This is an optimization exercise on Yosys and OpenROAD, whose aim is small area, a short achievable clock period and few clock cycles, not a production implementation.
Where RTL was checked, it was by simulation tests only, not by an equivalence proof against the original.
Function not checked in run 4: the RTL went through the layout flow alone.

--- design/flow/design.v ---
module xxtea_core (
    input  wire         clk,
    input  wire         rst,
    input  wire         start,
    input  wire         decrypt,
    input  wire [2:0]   nm1,
    input  wire [127:0] key,
    input  wire [255:0] din,
    output reg          done,
    output wire [255:0] dout
);
    localparam [31:0] DELTA = 32'h9E3779B9;
    function [5:0] rounds_for;
        input [2:0] n_m1;
        begin
            case (n_m1)
                3'd0: rounds_for = 6'd58;
                3'd1: rounds_for = 6'd32;
                3'd2: rounds_for = 6'd23;
                3'd3: rounds_for = 6'd19;
                3'd4: rounds_for = 6'd16;
                3'd5: rounds_for = 6'd14;
                3'd6: rounds_for = 6'd13;
                default: rounds_for = 6'd12;
            endcase
        end
    endfunction
    function [31:0] dec_sum0;
        input [2:0] n_m1;
        begin
            case (n_m1)
                3'd0: dec_sum0 = 32'd58 * DELTA;
                3'd1: dec_sum0 = 32'd32 * DELTA;
                3'd2: dec_sum0 = 32'd23 * DELTA;
                3'd3: dec_sum0 = 32'd19 * DELTA;
                3'd4: dec_sum0 = 32'd16 * DELTA;
                3'd5: dec_sum0 = 32'd14 * DELTA;
                3'd6: dec_sum0 = 32'd13 * DELTA;
                default: dec_sum0 = 32'd12 * DELTA;
            endcase
        end
    endfunction
    reg  [31:0] w [0:7];
    reg  [31:0] k [0:3];
    reg         busy;    
    reg         rot;     
    reg         post;    
    reg         dec;
    reg  [2:0]  n;       
    reg  [2:0]  p;       
    reg  [5:0]  rnd;     
    reg  [31:0] sum;
    reg  [7:0]  zsel;    
    reg         nle1;    
    reg  [31:0] zr;      
    reg         n0;      
    wire [31:0] cur = w[0];
    wire [31:0] yv  = w[1];    
    wire [31:0] z = zr;
    reg  [31:0] wm1;     
    reg  [31:0] kw;      
    integer i;
    always @(*) begin
        wm1 = 32'd0;
        for (i = 0; i < 8; i = i + 1)
            wm1 = wm1 | (w[i] & {32{zsel[i]}});
    end
    function [31:0] pcarry;
        input [31:0] pp, gg;
        input        ci;
        reg   [31:0] g, p;
        integer i, j;
        begin
            g = gg;
            p = pp;
            g[0] = g[0] | (p[0] & ci);
            for (i = 1; i < 32; i = i * 2)
                for (j = 0; j < 32; j = j + 1)
                    if ((j / i) % 2 == 1) begin
                        g[j] = g[j] | (p[j] & g[(j/i)*i-1]);
                        p[j] = p[j] & p[(j/i)*i-1];
                    end
            pcarry = {g[30:0], ci};
        end
    endfunction
    wire [31:0] a_p = ((z >> 5) ^ (z << 4)) ^ ((yv << 2) ^ (yv >> 3));
    wire [31:0] a_g = ((z >> 5) ^ (yv << 2)) & ((yv >> 3) ^ (z << 4));
    wire [31:0] a_s = a_p ^ pcarry(a_p, a_g, 1'b0);
    wire [31:0] b_p = (sum ^ kw ^ yv) ^ z;
    wire [31:0] b_g = (sum ^ yv) & (kw ^ z);
    wire [31:0] b_s = b_p ^ pcarry(b_p, b_g, 1'b0);
    wire [31:0] mx  = a_s ^ b_s;
    wire [31:0] dmask = {32{dec}};
    wire [31:0] f_p   = (cur ^ dmask) ^ mx;
    wire [31:0] f_g   = cur & (mx ^ dmask);
    wire [31:0] v_new = f_p ^ pcarry(f_p, f_g, dec);
    wire last_in_round = dec ? (p == 3'd0) : (p == n);
    wire last_update   = last_in_round && (rnd == 6'd1);
    wire turn_left     = !dec || last_update;
    reg  [2:0]  p_nx;
    reg  [31:0] sum_nx;
    always @(*) begin
        p_nx   = p;
        sum_nx = sum;
        if (!busy && !rot) begin
            p_nx   = decrypt ? nm1 : 3'd0;
            sum_nx = decrypt ? dec_sum0(nm1) : DELTA;
        end else if (busy) begin
            if (last_in_round) begin
                p_nx   = dec ? n : 3'd0;
                sum_nx = dec ? sum - DELTA : sum + DELTA;
            end else begin
                p_nx   = dec ? p - 3'd1 : p + 3'd1;
            end
        end
    end
    wire [1:0] kidx = p_nx[1:0] ^ sum_nx[3:2];
    always @(posedge clk) begin
        p    <= p_nx;
        sum  <= sum_nx;
        if (!busy && !rot)
            kw <= key[95:64];
        else
            kw <= k[kidx];
        if (rst) begin
            busy <= 1'b0;
            rot  <= 1'b0;
            done <= 1'b0;
        end else begin
            done <= 1'b0;
            if (rot) begin
                rot <= 1'b0;
                if (post) done <= 1'b1;
                else      busy <= 1'b1;
            end else if (busy) begin
                if (last_update) begin
                    busy <= 1'b0;
                    if (dec && !n0) begin
                        rot  <= 1'b1;
                        post <= 1'b1;
                    end else begin
                        done <= 1'b1;
                    end
                end else if (last_in_round) begin
                    rnd <= rnd - 6'd1;
                end
            end else if (start) begin
                for (i = 0; i < 4; i = i + 1)
                    k[i] <= key[32*i +: 32];
                dec  <= decrypt;
                n    <= nm1;
                n0   <= (nm1 == 3'd0);
                for (i = 0; i < 8; i = i + 1)
                    zsel[i] <= (nm1 == i + 1) || (nm1 == 3'd0 && i == 0);
                nle1 <= (nm1[2:1] == 2'd0);
                rnd  <= rounds_for(nm1);
                post <= 1'b0;
                if (decrypt) rot  <= 1'b1;
                else                        busy <= 1'b1;
            end
        end
    end
    always @(posedge clk) begin
        if (!busy && !rot)
            zr <= din[32*nm1 +: 32];
        else if (busy && (turn_left || nle1))
            zr <= v_new;
        else
            zr <= wm1;
    end
    reg  [7:0]  ge_n;    
    reg  [7:0]  take_new;
    reg  [31:0] other [0:7];
    always @(*) begin
        for (i = 0; i < 8; i = i + 1) begin
            if (turn_left)
                take_new[i] = busy && ge_n[i];
            else
                take_new[i] = busy && (i == 1 || (i == 0 && n0));
            if (!busy && !rot)
                other[i] = (i == 1 && nm1 == 3'd0) ? din[31:0] : din[32*i +: 32];
            else if (busy && turn_left)
                other[i] = w[(i+1)%8];
            else
                other[i] = (i == 0) ? z : w[(i+7)%8];
        end
    end
    always @(posedge clk) begin
        if (!busy && !rot && start)
            for (i = 0; i < 8; i = i + 1)
                ge_n[i] <= (i >= nm1);
        for (i = 0; i < 8; i = i + 1)
            w[i] <= take_new[i] ? v_new : other[i];
    end
    genvar g;
    generate
        for (g = 0; g < 8; g = g + 1) begin : g_dout
            assign dout[32*g +: 32] = w[g];
        end
    endgenerate
endmodule
--- design/flow/flow/run.sh ---
#!/bin/bash
# The standard layout, with these changes to how it is made:
#  - ports are buffered with buf_1 instead of the 10 um2 delay buffer that
#    buffer_ports picks by default (every port still gets its buffer)
#  - timing repair up to clock-tree synthesis aims for 8 ns of setup slack
#    instead of 0, so the layout is optimised for speed; after it, repair
#    aims for 0 ns (the standard target), to spend no more area on
#    buffers after global routing.
#    The constraints (SDC) are unchanged.
# Each tool's output goes to standard_*.log (ORFS keeps per-step logs too).
export BUFFER_PORTS_ARGS="-buffer_cell sky130_fd_sc_hd__buf_1"
export SETUP_SLACK_MARGIN=8
bash standard.sh cts > standard_cts.log 2>&1
export SETUP_SLACK_MARGIN=0
bash standard.sh > standard_finish.log 2>&1
--- design/flow/standard.sh ---
#!/bin/bash
# synth_recipe.tcl (not shown) runs the flow's synth.tcl, then flattens the netlist and writes it again
# the make line also repeats each setting of config.mk as NAME=value (left out here)
make -C /OpenROAD-flow-scripts/flow DESIGN_CONFIG=/design/flow/config.mk WORK_HOME=/design/flow/orfs CLKGATE_MAP_FILE= SYNTH_SCRIPT=/design/flow/synth_recipe.tcl "${@:-finish}"
--- design/flow/config.mk ---
export PLATFORM = sky130hd
export DESIGN_NAME = xxtea_core
export DESIGN_NICKNAME = xxtea_core
export VERILOG_FILES = /design/flow/design.v
export SDC_FILE = /design/flow/constraint.sdc
export NUM_CORES = 4
export LEC_CHECK = 0
export ABC_AREA = 1
export CAP_MARGIN = 20
export CORE_MARGIN = 2
export CORE_UTILIZATION = 40
export CTS_BUF_LIST = sky130_fd_sc_hd__clkbuf_4 sky130_fd_sc_hd__clkbuf_8
export SLEW_MARGIN = 20
--- design/flow/constraint.sdc ---
create_clock -name core_clock -period 12.0 [get_ports {clk}]
set_input_delay 2.4000 -clock core_clock [delete_from_list [all_inputs] [get_ports {clk}]]
set_output_delay 2.4000 -clock core_clock [all_outputs]
set_load 0.01 [all_outputs]
==> results of run 1 <==
metrics by stage:
stage,utilization (%),instance area (um^2),setup slack [ns]
detailed placement,43.67,39970,5.868
floorplan,-,37150,5.770
CTS,48.14,44060,7.941
global placement,43.67,39970,5.951
finish,48.16,44080,7.818
global route,48.16,44080,7.507
sequential cells by signal, summed over array words and instances (netlist names), 3 cells and up:
register / cells
k: 128
sum: 32
zr: 32
w: 256
p: 3
ge_n: 7
zsel: 7
kw: 32
rnd: 6
n: 3
worst max-delay path, delay by kind of cell, from the launching register on:
family	cells	cell delay, ns
xor+xnor	2	0.41
flops	1	0.37
simple gates	18	1.80
fa+ha+maj	2	0.33
buf+inv	5	0.48
compound gates	3	0.64
synth_stat cells, types with 11 or more instances:
cell type  count  area share [%]
nand2_1     1532              16
o21ai_0      546             7.4
inv_1        468             4.8
dfxtp_1      327              18
nand3_1      309             4.2
a21oi_1      281             3.8
nor2_1       271             2.8
clkbuf_1     244             2.5
edfxtp_1     186              15
o211ai_1     159             3.2
xnor2_1      150             3.6
xor2_1       106             2.5
nand2_2       79             1.3
o21ai_1       78             1.1
inv_2         56            0.57
o221ai_1      54             1.3
ha_1          49             1.7
nand4_1       40            0.68
a221oi_1      38            0.90
o2111ai_1     38            0.90
buf_4         35            0.71
o22ai_1       35            0.59
a31oi_1       29            0.49
buf_2         25            0.34
buf_1         24            0.24
nor3_1        23            0.31
a211oi_1      21            0.43
nand3_2       16            0.43
o21ai_2       16            0.38
nor2_2        15            0.25
a41oi_1       14            0.33
nand3b_1      13            0.26
or2_2         13            0.22
o311ai_0      11            0.26
per-layer routing:
| layer | routed length (um) | vias to the layer above | track usage, % | part of all wire [%] |
|---|---|---|---|---|
| li1 | - | 19430 | - | - |
| met1 | 67830 | 20004 | 43.81 | 38 |
| met2 | 81340 | 2308 | 58.67 | 46 |
| met3 | 16540 | 588 | 7.598 | 9.3 |
| met4 | 11240 | 10 | 20.98 | 6.3 |
| met5 | 65 | - | 0 | 0.037 |
worst max path at each step:
stage | from | end | slack (ns)
floorplan | start | dec | 5.77
global placement | nm1[0] | kw[7] | 5.95
detailed placement | nm1[0] | kw[7] | 5.87
CTS | w[1][3] | zr[17] | 7.94
global route | zr[9] | zr[23] | 7.51
finish | w[1][3] | zr[17] | 7.82
what timing repair did:
item | 4_1_cts | 5_1_grt
resized for setup | 295 | 0
setup endpoints to repair | 476 | 0
setup buffers | 81 | 0
placed cells by master, fill, tap and decap left out, drive strengths merged, types with 44 or more instances in the layout:
cell,Yosys,routed
nand2,1618,1618
buf,88,774
o21ai,640,640
inv,526,534
dfxtp,327,327
nand3,326,326
nor2,291,293
a21oi,290,290
edfxtp,186,186
o211ai,159,159
xnor2,155,155
clkbuf,244,148
xor2,110,110
o221ai,54,54
ha,49,49
nand4,44,44
final cells by class:
type	count	area [um^2]	area share, %
diodes	10	25.02	0.05677
clock buffers	146	1803	4.090
clock inverters	27	310.3	0.7039
inverters	535	2083	4.726
multi-input cells	4047	22120	50.17
flip-flops and latches	513	12280	27.86
well taps	1186	1484	3.366
repair buffers	781	3971	9.009
repair inverters	1	6.256	0.01419
kinds of logic after synthesis:
group / count (synthesis) / share of synthesized area [%]
xor+xnor: 265 / 6.479
compound gates: 1374 / 22.32
fa+ha+maj: 52 / 1.826
simple gates: 2354 / 27.08
flops: 513 / 32.91
buf+inv: 867 / 9.384
==> results.toml, run 1 <==
[status]
outcome = "no timing/DRC/antenna violations"

[die]
rows = 111
core_mm2 = 0.09152
io_pins = 648
die_w_um = 307.6
die_h_um = 307.6
initial_core_util_pct = 40.28
die-area_mm2 = 0.09461

[critical_path]
critical_path_class = "reg2reg"
crit_slowest_cell = "dfxtp_4"
max_stage_delay_ns = 0.37
rr_startpoint = "w[1][3]"
crit_top_cell = "nand2_1"
rrSetupSlack_ns = 7.82
cp.required_ns = 12.67
worstSetupEndpointType = "flip-flop"
r2r_cells = 30
rr_endpoint = "zr[17]"
critPathArrivalTime_ns = 4.85
worst-path-max-fanout = 7
startpoint_type = "flip-flop"

[synth]
syn_area_mm2 = 0.03687
yosysSeqAreaShare_pct = 32.91
syn_nets = 5868
synth_cell_types = 70
synth_seq_cells = 513
yosys_warnings = 4
synth_area_per_cell_um2 = 6.796
async_reset_ff_share_pct = 0
netlist_instances = 5425
synth-edff-count = 186
synth-main-ff-cell = "dfxtp_1"

[place]
gp_congestion = 0.9728
numPortBuffers = 647
dp.cells = 6972
hpwl_mm = 128.9

[cts]
clk_latency_ns = 0.81
cts-root-buf = "clkbuf_8"
hold_buffers = 0
htreeDepth = 3
clk_path_buf_depth = 3
clk_pin_slew_ns = 0.06
cts_buffers = 98
cts.sinks = 513
cts_tree = "built"

[sta]
clock_skew_ns = 0.07941
setup_viol = 0
worst_pin_slew_ns = 1.114
fmax_mhz = 239.1
rsz0062_at_grt = "no"
slew_headroom_pct = 25.74
drv_slew = 0
fin_hold_ws_ns = 0.5103
min_period_ns = 4.182
setup-tns-final_ns = 0
period_share_pct = 34.85
hold_viol_final = 0

[route]
ant_nets = 0
vias = 42340
wl_mm = 177.0
wl_per_cell_um = 24.43
dr.pass1.iters = 7
drcViolationCount = 0
avgViaCountPerCell = 5.843
drt_iter0_drc = 4592

[final_layout]
nFillCells = 9473
drive_gt1_share_pct = 12.17
stdcell_count = 7246
layout-area-overhead-vs-synth_pct = 19.56
final_nets = 6420

[min_path]
hold_start = "k[0][4]"
hold_end = "kw[4]"
hold_depth = 2
hold_path_class = "reg2reg"

[global_routing]
antenna_found_initial = 15
first_global_vias = 39927
grt-ovfl-total = 0
grt_use_total_pct = 35.99
grt_pass1_wl_mm = 255.4
grt_max_degree = 234

[flow_run]
maxCapViolations = 0
Testbench counts, summed over its fixed seeds: cycles 40,436.
==> inputs of run 2 (changes only) <==
--- a/design/flow/config.mk
+++ b/design/flow/config.mk
@@ -8,6 +8,6 @@
 export ABC_AREA = 1
 export CAP_MARGIN = 20
 export CORE_MARGIN = 2
-export CORE_UTILIZATION = 40
+export CORE_UTILIZATION = 55
 export CTS_BUF_LIST = sky130_fd_sc_hd__clkbuf_4 sky130_fd_sc_hd__clkbuf_8
 export SLEW_MARGIN = 20
==> run 2 against run 1 <==
Compared with the run above: critical path depth is 4 lower; routed wire length is 8.4% lower; highest routed layer unchanged; synthesized cell count stayed put; non-clock buffer count is 25 lower; still clean on timing, DRC and antenna.
==> results.toml, run 2 <==
[route]
drt_iter0_drc = 5289
vias = 42598
dr.pass1.iters = 9
avgViaCountPerCell = 6.178
ant_nets = 0
drcViolationCount = 0
wl_per_cell_um = 23.51
wl_mm = 162.1

[cts]
clk_pin_slew_ns = 0.06
cts_tree = "built"
clk_path_buf_depth = 3
cts.sinks = 513
cts-root-buf = "clkbuf_8"
hold_buffers = 0
clk_latency_ns = 0.75
cts_buffers = 93
htreeDepth = 3

[sta]
slew_headroom_pct = 17.62
setup_viol = 0
min_period_ns = 4.232
fin_hold_ws_ns = 0.4681
period_share_pct = 35.27
rsz0062_at_grt = "no"
clock_skew_ns = 0.05409
fmax_mhz = 236.3
drv_slew = 0
setup-tns-final_ns = 0
worst_pin_slew_ns = 1.236
hold_viol_final = 0

[die]
core_mm2 = 0.06610
die_w_um = 262.9
die_h_um = 262.9
die-area_mm2 = 0.06912
initial_core_util_pct = 55.78
io_pins = 648
rows = 94

[synth]
netlist_instances = 5425
synth_common_cells = "nand2_1, o21ai_0, inv_1"
muxShareOfSynthArea_pct = 0
synth-edff-count = 186
synth_most_common_cell = "nand2_1"
synth_area_per_cell_um2 = 6.796
yosysTopAreaCell = "dfxtp_1"
async_reset_ff_share_pct = 0
synth_top_family_by_area = "simple AND/OR/NAND/NOR gates"
synth_xor_area_share_pct = 6.479
synth_seq_cells = 513
yosysSeqAreaShare_pct = 32.91
syn_nets = 5868
yosys_warnings = 4
synthAdderAreaFrac_pct = 1.826
synth_cell_types = 70
yosys.area_share.simple_pct = 27.08
syn_area_mm2 = 0.03687
synth_compound_area_share_pct = 22.32
synth-main-ff-cell = "dfxtp_1"
ys_top_cells_by_area = "dfxtp_1, nand2_1, edfxtp_1"
netlist.area_leader.share_pct = 17.76

[critical_path]
critical_path_class = "reg2reg"
rr_endpoint = "w[0][31]"
critPathArrivalTime_ns = 4.83
worstSetupEndpointType = "flip-flop"
startpoint_type = "flip-flop"
rrSetupSlack_ns = 7.77
rr_startpoint = "zr[18]"
cp.required_ns = 12.60
worst-path-max-fanout = 10
r2r_cells = 26

[min_path]
hold_end = "busy"
hold_depth = 1
hold_start = "post"
hold_path_class = "reg2reg"

[global_routing]
grt_pass1_wl_mm = 239.4
grt-ovfl-total = 0
grt_max_degree = 222
antenna_found_initial = 9
first_global_vias = 40137
grt_use_total_pct = 45.16

[final_layout]
final_common_cell = "nand2_1"
reg_top3 = "w: 256 flops, k: 128 flops"
final_cell_mix = "nand2_1, buf_1, o21ai_0, inv_1, nand3_1"
stdcell_count = 6895
largest_reg_flops = 256
drive_gt1_share_pct = 11.28
nFillCells = 6184
layout-area-overhead-vs-synth_pct = 17.04
top_register = "w"
final_nets = 6392

[place]
dp.cells = 6645
gp_congestion = 1.008
numPortBuffers = 647
hpwl_mm = 116.2

[status]
outcome = "no timing/DRC/antenna violations"

[flow_run]
maxCapViolations = 0
-- run 2: cell types whose count changed in the layout (fill, tap and decap cells not counted), sizes merged, moves of 2 or more --
cell / change
buf: -21
bufbuf: -4
clkbuf: -2
clkinv: +4
diode: -5
inv: -5
-- run 2: critical path: stages (launching register included) --
cell and delay (ns):
dfxtp_2 0.63, nor2_1 0.13, o21ai_1 0.16, nand2_1 0.13
nand2_1 0.08, nand2_1 0.09, nand2_1 0.07, nand2_1 0.07
a21oi_4 0.18, nand2_8 0.07, ha_1 0.32, xnor2_2 0.22
xor2_2 0.13, nand2_1 0.16, inv_1 0.11, nor2_4 0.16
nand3_2 0.12, inv_2 0.08, nand3_2 0.10, nor2_4 0.19
nand3_4 0.18, nor2_2 0.13, nand2_2 0.10, nand3_2 0.12
nand2_4 0.11, nand2_8 0.14, o21ai_2 0.06
-- run 2: kinds of logic after synthesis --
logic type	after synthesis
and+or+nand+nor	2354
AOI/OAI and AO/OA	1374
buffers and inverters	867
DFF	513
xor gates and xnor gates	265
adders and majority gates	52
-- run 2: stage by stage --
stage               instance area, um^2  util [%]  setup WS (ns)
floorplan                         37150         -          5.770
global route                      43150     65.28          7.463
CTS                               43140     65.26          7.885
global placement                  39530     59.80          5.845
finish                            43150     65.28          7.768
detailed placement                39530     59.80          5.724
-- run 2: worst max-delay path by stage --
stage	startpoint	end	slack (ns)	depth (start not counted)
final	zr[18]	w[0][31]	7.77	26
after CTS	sum[1]	zr[17]	7.89	27
after global placement	nm1[0]	kw[7]	5.84	14
after detailed placement	nm1[0]	kw[25]	5.72	14
after floorplan	start	dec	5.77	2
after global routing	zr[13]	w[0][25]	7.46	28
-- run 2: area by class of cell --
class	instances	area (um^2)	area share (%)
multi-input combinational	4050	22140	51.31
sequential	513	12220	28.32
timing repair buffer	756	3495	8.099
inverter	535	2091	4.845
clock buffer	144	1794	4.158
tap	864	1081	2.505
clock inverter	28	315.3	0.7307
antenna	5	12.51	0.02900
-- run 2: timing repair --
action,CTS,global route
endpoints found under the setup margin,456,0
gates resized for setup,227,0
buffers inserted,67,0
-- run 2: metal layers --
| metal | up-vias | part of all wire (%) | wire length [um] | track usage (%) |
|---|---|---|---|---|
| met5 | - | 0.036 | 58 | 0 |
| met4 | 8 | 8.3 | 13440 | 32.15 |
| met3 | 783 | 12 | 19510 | 11.41 |
| met2 | 2905 | 44 | 71050 | 71.19 |
| met1 | 19537 | 36 | 58070 | 53.85 |
| li1 | 19365 | - | - | - |
==> inputs of run 3 (changes only) <==
==> design/flow/flow/run.sh (replaced) <==
#!/bin/bash
# The standard layout, with two changes to how it is made:
#  - ports are buffered with buf_1 instead of the 10 um2 delay buffer that
#    buffer_ports picks by default (every port still gets its buffer)
#  - timing repair aims for 8 ns of setup slack instead of 0, so the layout
#    is optimised for speed; the constraints (SDC) are unchanged
# Each tool's output goes to standard.log (ORFS keeps per-step logs too).
export BUFFER_PORTS_ARGS="-buffer_cell sky130_fd_sc_hd__buf_1"
export SETUP_SLACK_MARGIN=8
bash standard.sh > standard.log 2>&1
--- a/design/flow/config.mk
+++ b/design/flow/config.mk
@@ -8,6 +8,6 @@
 export ABC_AREA = 1
 export CAP_MARGIN = 20
 export CORE_MARGIN = 2
-export CORE_UTILIZATION = 55
+export CORE_UTILIZATION = 40
 export CTS_BUF_LIST = sky130_fd_sc_hd__clkbuf_4 sky130_fd_sc_hd__clkbuf_8
 export SLEW_MARGIN = 20
==> run 3 against run 2 <==
Compared with the run above: register-to-register slack about the same; core utilization down 15 points; routed wire length up 12%; die area up 37%; critical endpoint is now w[1][27].
==> results.toml, run 3 <==
[status]
outcome = "no timing/DRC/antenna violations"

[cts]
cts_buffers = 98
clk_path_buf_depth = 3
clk_latency_ns = 0.81
clk_pin_slew_ns = 0.07
cts-root-buf = "clkbuf_8"
cts_tree = "built"
cts.sinks = 513
hold_buffers = 0
htreeDepth = 3

[flow_run]
maxCapViolations = 0

[synth]
netlist_instances = 5425
synth-edff-count = 186
muxShareOfSynthArea_pct = 0
ys_top_cells_by_area = "dfxtp_1, nand2_1, edfxtp_1"
synth_seq_cells = 513
syn_area_mm2 = 0.03687
synth_xor_area_share_pct = 6.479
yosys_warnings = 4
synth_compound_area_share_pct = 22.32
synth_area_per_cell_um2 = 6.796
yosys.area_share.simple_pct = 27.08
yosysTopAreaCell = "dfxtp_1"
async_reset_ff_share_pct = 0
synth_top_family_by_area = "simple AND/OR/NAND/NOR gates"
yosysSeqAreaShare_pct = 32.91
netlist.area_leader.share_pct = 17.76
syn_nets = 5868
synth_most_common_cell = "nand2_1"
synth_cell_types = 70
synthAdderAreaFrac_pct = 1.826
synth-main-ff-cell = "dfxtp_1"
synth_common_cells = "nand2_1, o21ai_0, inv_1"

[final_layout]
stdcell_area_mm2 = 0.04576
drive_gt1_share_pct = 15.58
reg_top3 = "w: 256 flops, k: 128 flops"
layout-area-overhead-vs-synth_pct = 24.11
final_common_cell = "nand2_1"
final_nets = 6486
top_register = "w"
final_cell_mix = "nand2_1, buf_1, o21ai_0, inv_1, nand3_1"
largest_reg_flops = 256

[global_routing]
use_met2_pct = 58.67
grt-ovfl-total = 0
use_met3_pct = 7.598
top_usage_layer = "met2"
grt_pass1_wl_mm = 255.4
grt_max_degree = 234
first_global_vias = 39927
antenna_found_initial = 15
met1_usage_pct = 43.81
grt_use_total_pct = 35.99

[die]
die-area_mm2 = 0.09461
die_w_um = 307.6
io_pins = 648
die_h_um = 307.6
initial_core_util_pct = 40.28
rows = 111
core_mm2 = 0.09152

[sta]
clock_skew_ns = 0.08305
period_share_pct = 35.15
setup-tns-final_ns = 0
setup_viol = 0
min_period_ns = 4.217
fmax_mhz = 237.1
rsz0062_at_grt = "yes"
drv_slew = 0
hold_viol_final = 0
worst_pin_slew_ns = 1.104
slew_headroom_pct = 26.40

[critical_path]
worstSetupEndpointType = "flip-flop"
cp.required_ns = 12.62
crit_slowest_cell = "dfxtp_4"
critPathArrivalTime_ns = 4.83
worst-path-max-fanout = 8
max_stage_delay_ns = 0.39
startpoint_type = "flip-flop"
critical_path_class = "reg2reg"

[place]
numPortBuffers = 647
gp_congestion = 0.9728
placed_area_mm2 = 0.03997
hpwl_mm = 128.9

[route]
wl_mm = 182.3
drt_iter0_drc = 4921
ant_nets = 0
dr.pass1.iters = 6
vias = 43316
avgViaCountPerCell = 5.923
drcViolationCount = 0
wl_per_cell_um = 24.93

[min_path]
hold_path_class = "reg2reg"
[run 3: changes by cell type in the layout (fill, tap and decap cells not counted), moves of 21 or more]
cell | previous run | this run
buf_1 | 644 | 623
buf_4 | 86 | 125
nand2_1 | 1508 | 1460
nand2_2 | 87 | 109
nand3_1 | 296 | 275
o21ai_0 | 510 | 462
o21ai_2 | 24 | 55
[run 3: area by class of cell]
type / count / area (um^2)
repair inverters: 3 / 26.28
clock buffers: 146 / 1803
diodes: 11 / 27.53
fillers: 9310 / 45770
inverters: 535 / 2140
flip-flops and latches: 513 / 12290
repair buffers: 839 / 4619
multi-input cells: 4053 / 23060
well taps: 1186 / 1484
clock inverters: 27 / 310.3
[run 3: metrics by stage]
step | worst slack [ns] | utilization [%] | cells | hold slack (ns)
finish | 7.783 | 49.99 | 7313 | 0.5087
detailed placement | 5.868 | 43.67 | 6972 | 0.4800
CTS | 7.941 | 48.14 | 7236 | 0.5147
global placement | 5.951 | 43.67 | 6972 | 0.4741
global route | 7.636 | 49.99 | 7312 | 0.5182
floorplan | 5.770 | - | 5425 | 0.4478
[run 3: worst paths after layout]
| kind | start | to | slack [ns] | depth (start not counted) |
|---|---|---|---|---|
| worst max-delay path | zr[5] | w[1][27] | 7.78 | 30 |
| worst max register to register | zr[5] | w[1][27] | 7.78 | 30 |
| worst min-delay path | k[0][4] | kw[4] | 0.51 | 2 |
| worst min register to register | k[0][4] | kw[4] | 0.51 | 2 |
[run 3: cells by family after synthesis]
logic type	after synthesis
and+or+nand+nor	2354
AOI/OAI and AO/OA	1374
buffers and inverters	867
DFF	513
xor gates and xnor gates	265
adders and majority gates	52
[run 3: critical path: cells and delay by family, from the launching register on]
kind / cells / cell delay, ns
AOI/OAI and AO/OA: 2 / 0.20
adders and majority gates: 3 / 0.72
buffers and inverters: 10 / 0.97
and+or+nand+nor: 13 / 1.45
xor gates and xnor gates: 2 / 0.29
DFF: 1 / 0.39
[run 3: metal layers]
layer / wire length, um / part of all wire, %
met5: 50 / 0.027
met4: 12950 / 7.1
met3: 17670 / 9.7
met2: 83110 / 46
met1: 68500 / 38
[run 3: what timing repair did]
item,in CTS,in global routing
gates cloned,10,10
setup endpoints to repair,476,371
resized for setup,295,311
buffers inserted,81,56
pin swaps,75,88
==> inputs of run 4 (changes only) <==
==> design/flow/design.v (replaced) <==
module xxtea_core (
    input  wire         clk,
    input  wire         rst,
    input  wire         start,
    input  wire         decrypt,
    input  wire [2:0]   nm1,
    input  wire [127:0] key,
    input  wire [255:0] din,
    output reg          done,
    output wire [255:0] dout
);
    localparam [31:0] DELTA = 32'h9E3779B9;
    function [5:0] rounds_for;
        input [2:0] n_m1;
        begin
            case (n_m1)
                3'd0: rounds_for = 6'd58;
                3'd1: rounds_for = 6'd32;
                3'd2: rounds_for = 6'd23;
                3'd3: rounds_for = 6'd19;
                3'd4: rounds_for = 6'd16;
                3'd5: rounds_for = 6'd14;
                3'd6: rounds_for = 6'd13;
                default: rounds_for = 6'd12;
            endcase
        end
    endfunction
    function [31:0] dec_sum0;
        input [2:0] n_m1;
        begin
            case (n_m1)
                3'd0: dec_sum0 = 32'd58 * DELTA;
                3'd1: dec_sum0 = 32'd32 * DELTA;
                3'd2: dec_sum0 = 32'd23 * DELTA;
                3'd3: dec_sum0 = 32'd19 * DELTA;
                3'd4: dec_sum0 = 32'd16 * DELTA;
                3'd5: dec_sum0 = 32'd14 * DELTA;
                3'd6: dec_sum0 = 32'd13 * DELTA;
                default: dec_sum0 = 32'd12 * DELTA;
            endcase
        end
    endfunction
    reg  [31:0] v [0:7];
    reg  [31:0] k [0:3];
    reg         busy;
    reg         dec;
    reg  [2:0]  n;       
    reg  [2:0]  p;       
    reg  [5:0]  rnd;     
    reg  [31:0] sum;
    wire [2:0]  p_next = (p == n) ? 3'd0 : p + 3'd1;
    wire [2:0]  p_prev = (p == 3'd0) ? n : p - 3'd1;
    wire [31:0] y  = v[p_next];
    wire [31:0] z  = v[p_prev];
    wire [1:0]  e  = sum[3:2];
    wire [31:0] kw = k[p[1:0] ^ e];
    wire [31:0] mx = (((z >> 5) ^ (y << 2)) + ((y >> 3) ^ (z << 4)))
                   ^ ((sum ^ y) + (kw ^ z));
    wire [31:0] v_new = dec ? (v[p] - mx) : (v[p] + mx);
    wire last_in_round = dec ? (p == 3'd0) : (p == n);
    wire last_update   = last_in_round && (rnd == 6'd1);
    integer i;
    always @(posedge clk) begin
        if (rst) begin
            busy <= 1'b0;
            done <= 1'b0;
        end else begin
            done <= 1'b0;
            if (!busy) begin
                if (start) begin
                    for (i = 0; i < 8; i = i + 1)
                        v[i] <= din[32*i +: 32];
                    for (i = 0; i < 4; i = i + 1)
                        k[i] <= key[32*i +: 32];
                    dec  <= decrypt;
                    n    <= nm1;
                    rnd  <= rounds_for(nm1);
                    sum  <= decrypt ? dec_sum0(nm1) : DELTA;
                    p    <= decrypt ? nm1 : 3'd0;
                    busy <= 1'b1;
                end
            end else begin
                v[p] <= v_new;
                if (last_update) begin
                    busy <= 1'b0;
                    done <= 1'b1;
                end else if (last_in_round) begin
                    rnd <= rnd - 6'd1;
                    if (dec) begin
                        sum <= sum - DELTA;
                        p   <= n;
                    end else begin
                        sum <= sum + DELTA;
                        p   <= 3'd0;
                    end
                end else begin
                    p <= dec ? p - 3'd1 : p + 3'd1;
                end
            end
        end
    end
    genvar g;
    generate
        for (g = 0; g < 8; g = g + 1) begin : g_dout
            assign dout[32*g +: 32] = v[g];
        end
    endgenerate
endmodule
==> design/flow/run.sh (new file) <==
#!/bin/bash
# synth_recipe.tcl (not shown) runs the flow's synth.tcl, then flattens the netlist and writes it again
# the make line also repeats each setting of config.mk as NAME=value (left out here)
make -C /OpenROAD-flow-scripts/flow DESIGN_CONFIG=/design/flow/config.mk WORK_HOME=/design/flow/orfs CLKGATE_MAP_FILE= SYNTH_SCRIPT=/design/flow/synth_recipe.tcl finish
==> design/flow/config.mk (replaced) <==
export PLATFORM = sky130hd
export DESIGN_NAME = xxtea_core
export DESIGN_NICKNAME = xxtea_core
export VERILOG_FILES = /design/flow/design.v
export SDC_FILE = /design/flow/constraint.sdc
export NUM_CORES = 4
export LEC_CHECK = 0
export CAP_MARGIN = 20
export CORE_MARGIN = 2
export CORE_UTILIZATION = 40
export SLEW_MARGIN = 20
removed: design/flow/flow/run.sh
removed: design/flow/standard.sh
==> run 4 against run 3 <==
Compared with the run above: clock-buffer cell count shrank 87; critical endpoint is now v[2][30]; flip-flop and latch count shrank 79; critical path type unchanged; largest cell class unchanged; sequential share of layout area grew 4.6 points; routed wire length shrank 21%; non-clock buffer count shrank 137; still clean on timing, DRC and antenna.
==> results.toml, run 4 <==
[status]
outcome = "no timing/DRC/antenna violations"

[cts]
htreeDepth = 2
cts_resized = 0
hold_buffers = 0
clk_pin_slew_ns = 0.06
cts.sinks = 434
cts_buffers = 50
clk_latency_ns = 0.62
cts_tree = "built"
post_cts_buffers = 0
cts-root-buf = "clkbuf_16"
clk_path_buf_depth = 3

[synth]
async_reset_ff_share_pct = 0
syn_area_mm2 = 0.03187
yosysTopAreaCell = "edfxtp_1"
netlist.area_leader.share_pct = 40.43
synth_common_cells = "edfxtp_1, nand2_1, o21ai_0"
synth_area_per_cell_um2 = 11.15
syn_nets = 3388
yosys_warnings = 2
synth-edff-count = 429
synth_seq_cells = 434
synth-main-ff-cell = "edfxtp_1"
yosysSeqAreaShare_pct = 40.74
netlist_instances = 2859
synth_cell_types = 108
synth_most_common_cell = "edfxtp_1"
ys_top_cells_by_area = "edfxtp_1, mux4_2, mux2_2"

[global_routing]
grt_use_total_pct = 34.05
antenna_found_initial = 7
grt_max_degree = 85
grt_pass1_wl_mm = 202.0
first_global_vias = 28394
grt-ovfl-total = 0

[route]
drt_iter0_drc = 3233
avgViaCountPerCell = 6.259
ant_nets = 0
wl_met2_mm = 67.48
dr.pass1.iters = 6
wl_met1_mm = 56.12
wl_met3_mm = 13.47
vias = 28442
wl_mm = 143.2
drcViolationCount = 0
topRoutingLayerUsed = "met5"
wl_per_cell_um = 31.50

[sta]
fmax_mhz = 90.14
min_period_ns = 11.09
slew_headroom_pct = 18.45
clock_skew_ns = 0.03014
setup_viol = 0
period_share_pct = 92.44
worst_pin_slew_ns = 1.189
drv_slew = 0
hold_viol_final = 0
fin_hold_ws_ns = 0.6700
setup-tns-final_ns = 0
rsz0062_at_grt = "no"

[final_layout]
final_cell_mix = "clkdlybuf4s50_1, edfxtp_1, nand2_1, o21ai_0, xnor2_1"
final_common_cell = "clkdlybuf4s50_1"
largest_reg_flops = 256
final_nets = 3982
layout-area-overhead-vs-synth_pct = 29.48
top_register = "v"
post-route-util_pct = 52.31
nFillCells = 6994
stdcell_count = 4544
reg_top3 = "v: 256 flops, k: 128 flops, sum: 32 flops"
drive_gt1_share_pct = 15.07

[critical_path]
crit_slowest_cell = "edfxtp_1"
worst-path-max-fanout = 67
cp_top_family = "compound AO/OA/AOI/OAI gates"
max_stage_delay_ns = 0.84
critPathArrivalTime_ns = 11.43
critical_path_class = "reg2reg"
startpoint_type = "flip-flop"
worstSetupEndpointType = "flip-flop"
cp.required_ns = 12.34
critPathBufInv = 3

[die]
rows = 103
die_w_um = 286.2
die-area_mm2 = 0.08194
die_h_um = 286.2
initial_core_util_pct = 40.40
core_mm2 = 0.07887
io_pins = 648

[min_path]
hold_path_class = "reg2reg"

[flow_run]
maxCapViolations = 0

[place]
hpwl_mm = 110.3
gp_congestion = 0.9730
numPortBuffers = 647
dp.cells = 4451
## run 4: changes by cell type after synthesis, moves of 136 or more
cell,previous run,this run
nand2_1,1532,355
inv_1,468,58
o21ai_0,546,177
dfxtp_1,327,5
edfxtp_1,186,429
nand3_1,309,90
nor2_1,271,95
mux4_2,0,160
mux2_2,0,155
o211ai_1,159,22
a21oi_1,281,145
## run 4: cell families after synthesis
| logic type | share of synthesized area (%) |
|---|---|
| mux | 18.34 |
| simple gates | 10.62 |
| buf+inv | 2.646 |
| xor+xnor | 8.305 |
| fa+ha+maj | 5.513 |
| compound gates | 13.84 |
| flops | 40.74 |
## run 4: final timing paths
| path | endpoint | startpoint | cells after the start | slack (ns) |
|---|---|---|---|---|
| worst max-delay path | v[2][30] | p[0] | 31 | 0.91 |
| worst min-delay path | rnd[0] | rnd[0] | 1 | 0.67 |
| worst max register to register | v[2][30] | p[0] | 31 | 0.91 |
| worst min register to register | rnd[0] | rnd[0] | 1 | 0.67 |
## run 4: per-layer routing
metal  vias up  GRT usage, %
met2      1767         55.58
met3       274         6.852
met4         4         13.02
met5         -             0
li1      12167             -
met1     14230         44.66
## run 4: stage by stage
step | area [um^2] | setup slack, ns
6_report | 41260 | 0.9067
5_1_grt | 41250 | 0.3154
4_1_cts | 41240 | 1.083
3_5_place_dp | 39620 | 1.156
3_3_place_gp | 39610 | 1.301
2_1_floorplan | 31870 | 3.076
## run 4: worst reg2reg max path, delay by kind of cell (launching register included)
family                   cells  cell delay (ns)
XOR/XNOR                     5             1.71
buffers and inverters        3             0.84
AO/OA/AOI/OAI               10             3.40
flip-flops                   1             0.84
adder cells (fa/ha/maj)      2             0.89
AND/OR/NAND/NOR             11             3.13
## run 4: layout make-up
class	count	area [um^2]	share of cell area [%]
timing repair buffer	702	6902	16.73
multi-input combinational	2204	18190	44.09
antenna	4	10.01	0.02426
inverter	61	231.5	0.5610
sequential	434	12990	31.49
tap	1050	1314	3.184
clock buffer	59	1306	3.166
clock inverter	30	314.1	0.7612

## separate check: timing with driven ports
The flow's constraints put no driver on any port. The routed layouts listed below were extracted and timed again, unchanged, in two steps.
Step 1: set_driving_cell puts a clkbuf_16 on clk and a buf_2 on each other input, an assumption about the parent block.
Step 2 moves the port delays by t, midway between the first and last clock arrival at a register: inputs arrive t later, outputs are due t later. That takes back most of the time a late clock gives input paths.
Three values: ideal ports, drivers, drivers and shift; two values: the first two.
run | t (ns) | setup slack, ns | latest minus earliest clock arrival (ns) | slew at the worst register clock pin (ns)
run 1 | 0.841 | 7.818 / 7.818 / 7.070 | 0.080 / 0.079 | 0.07 / 0.07
run 2 | 0.796 | 7.768 / 7.768 / 7.128 | 0.054 / 0.055 | 0.07 / 0.07
run 3 | 0.839 | 7.783 / 7.783 / 7.146 | 0.083 / 0.083 | 0.07 / 0.07
run 4 | 0.681 | 0.907 / 0.907 / 0.907 | 0.031 / 0.031 | 0.07 / 0.07
After both steps every run listed still meets setup and hold. For run 1, which loses most, drivers alone change the setup slack by 0.000 ns; drivers and shift together by -0.748 ns.
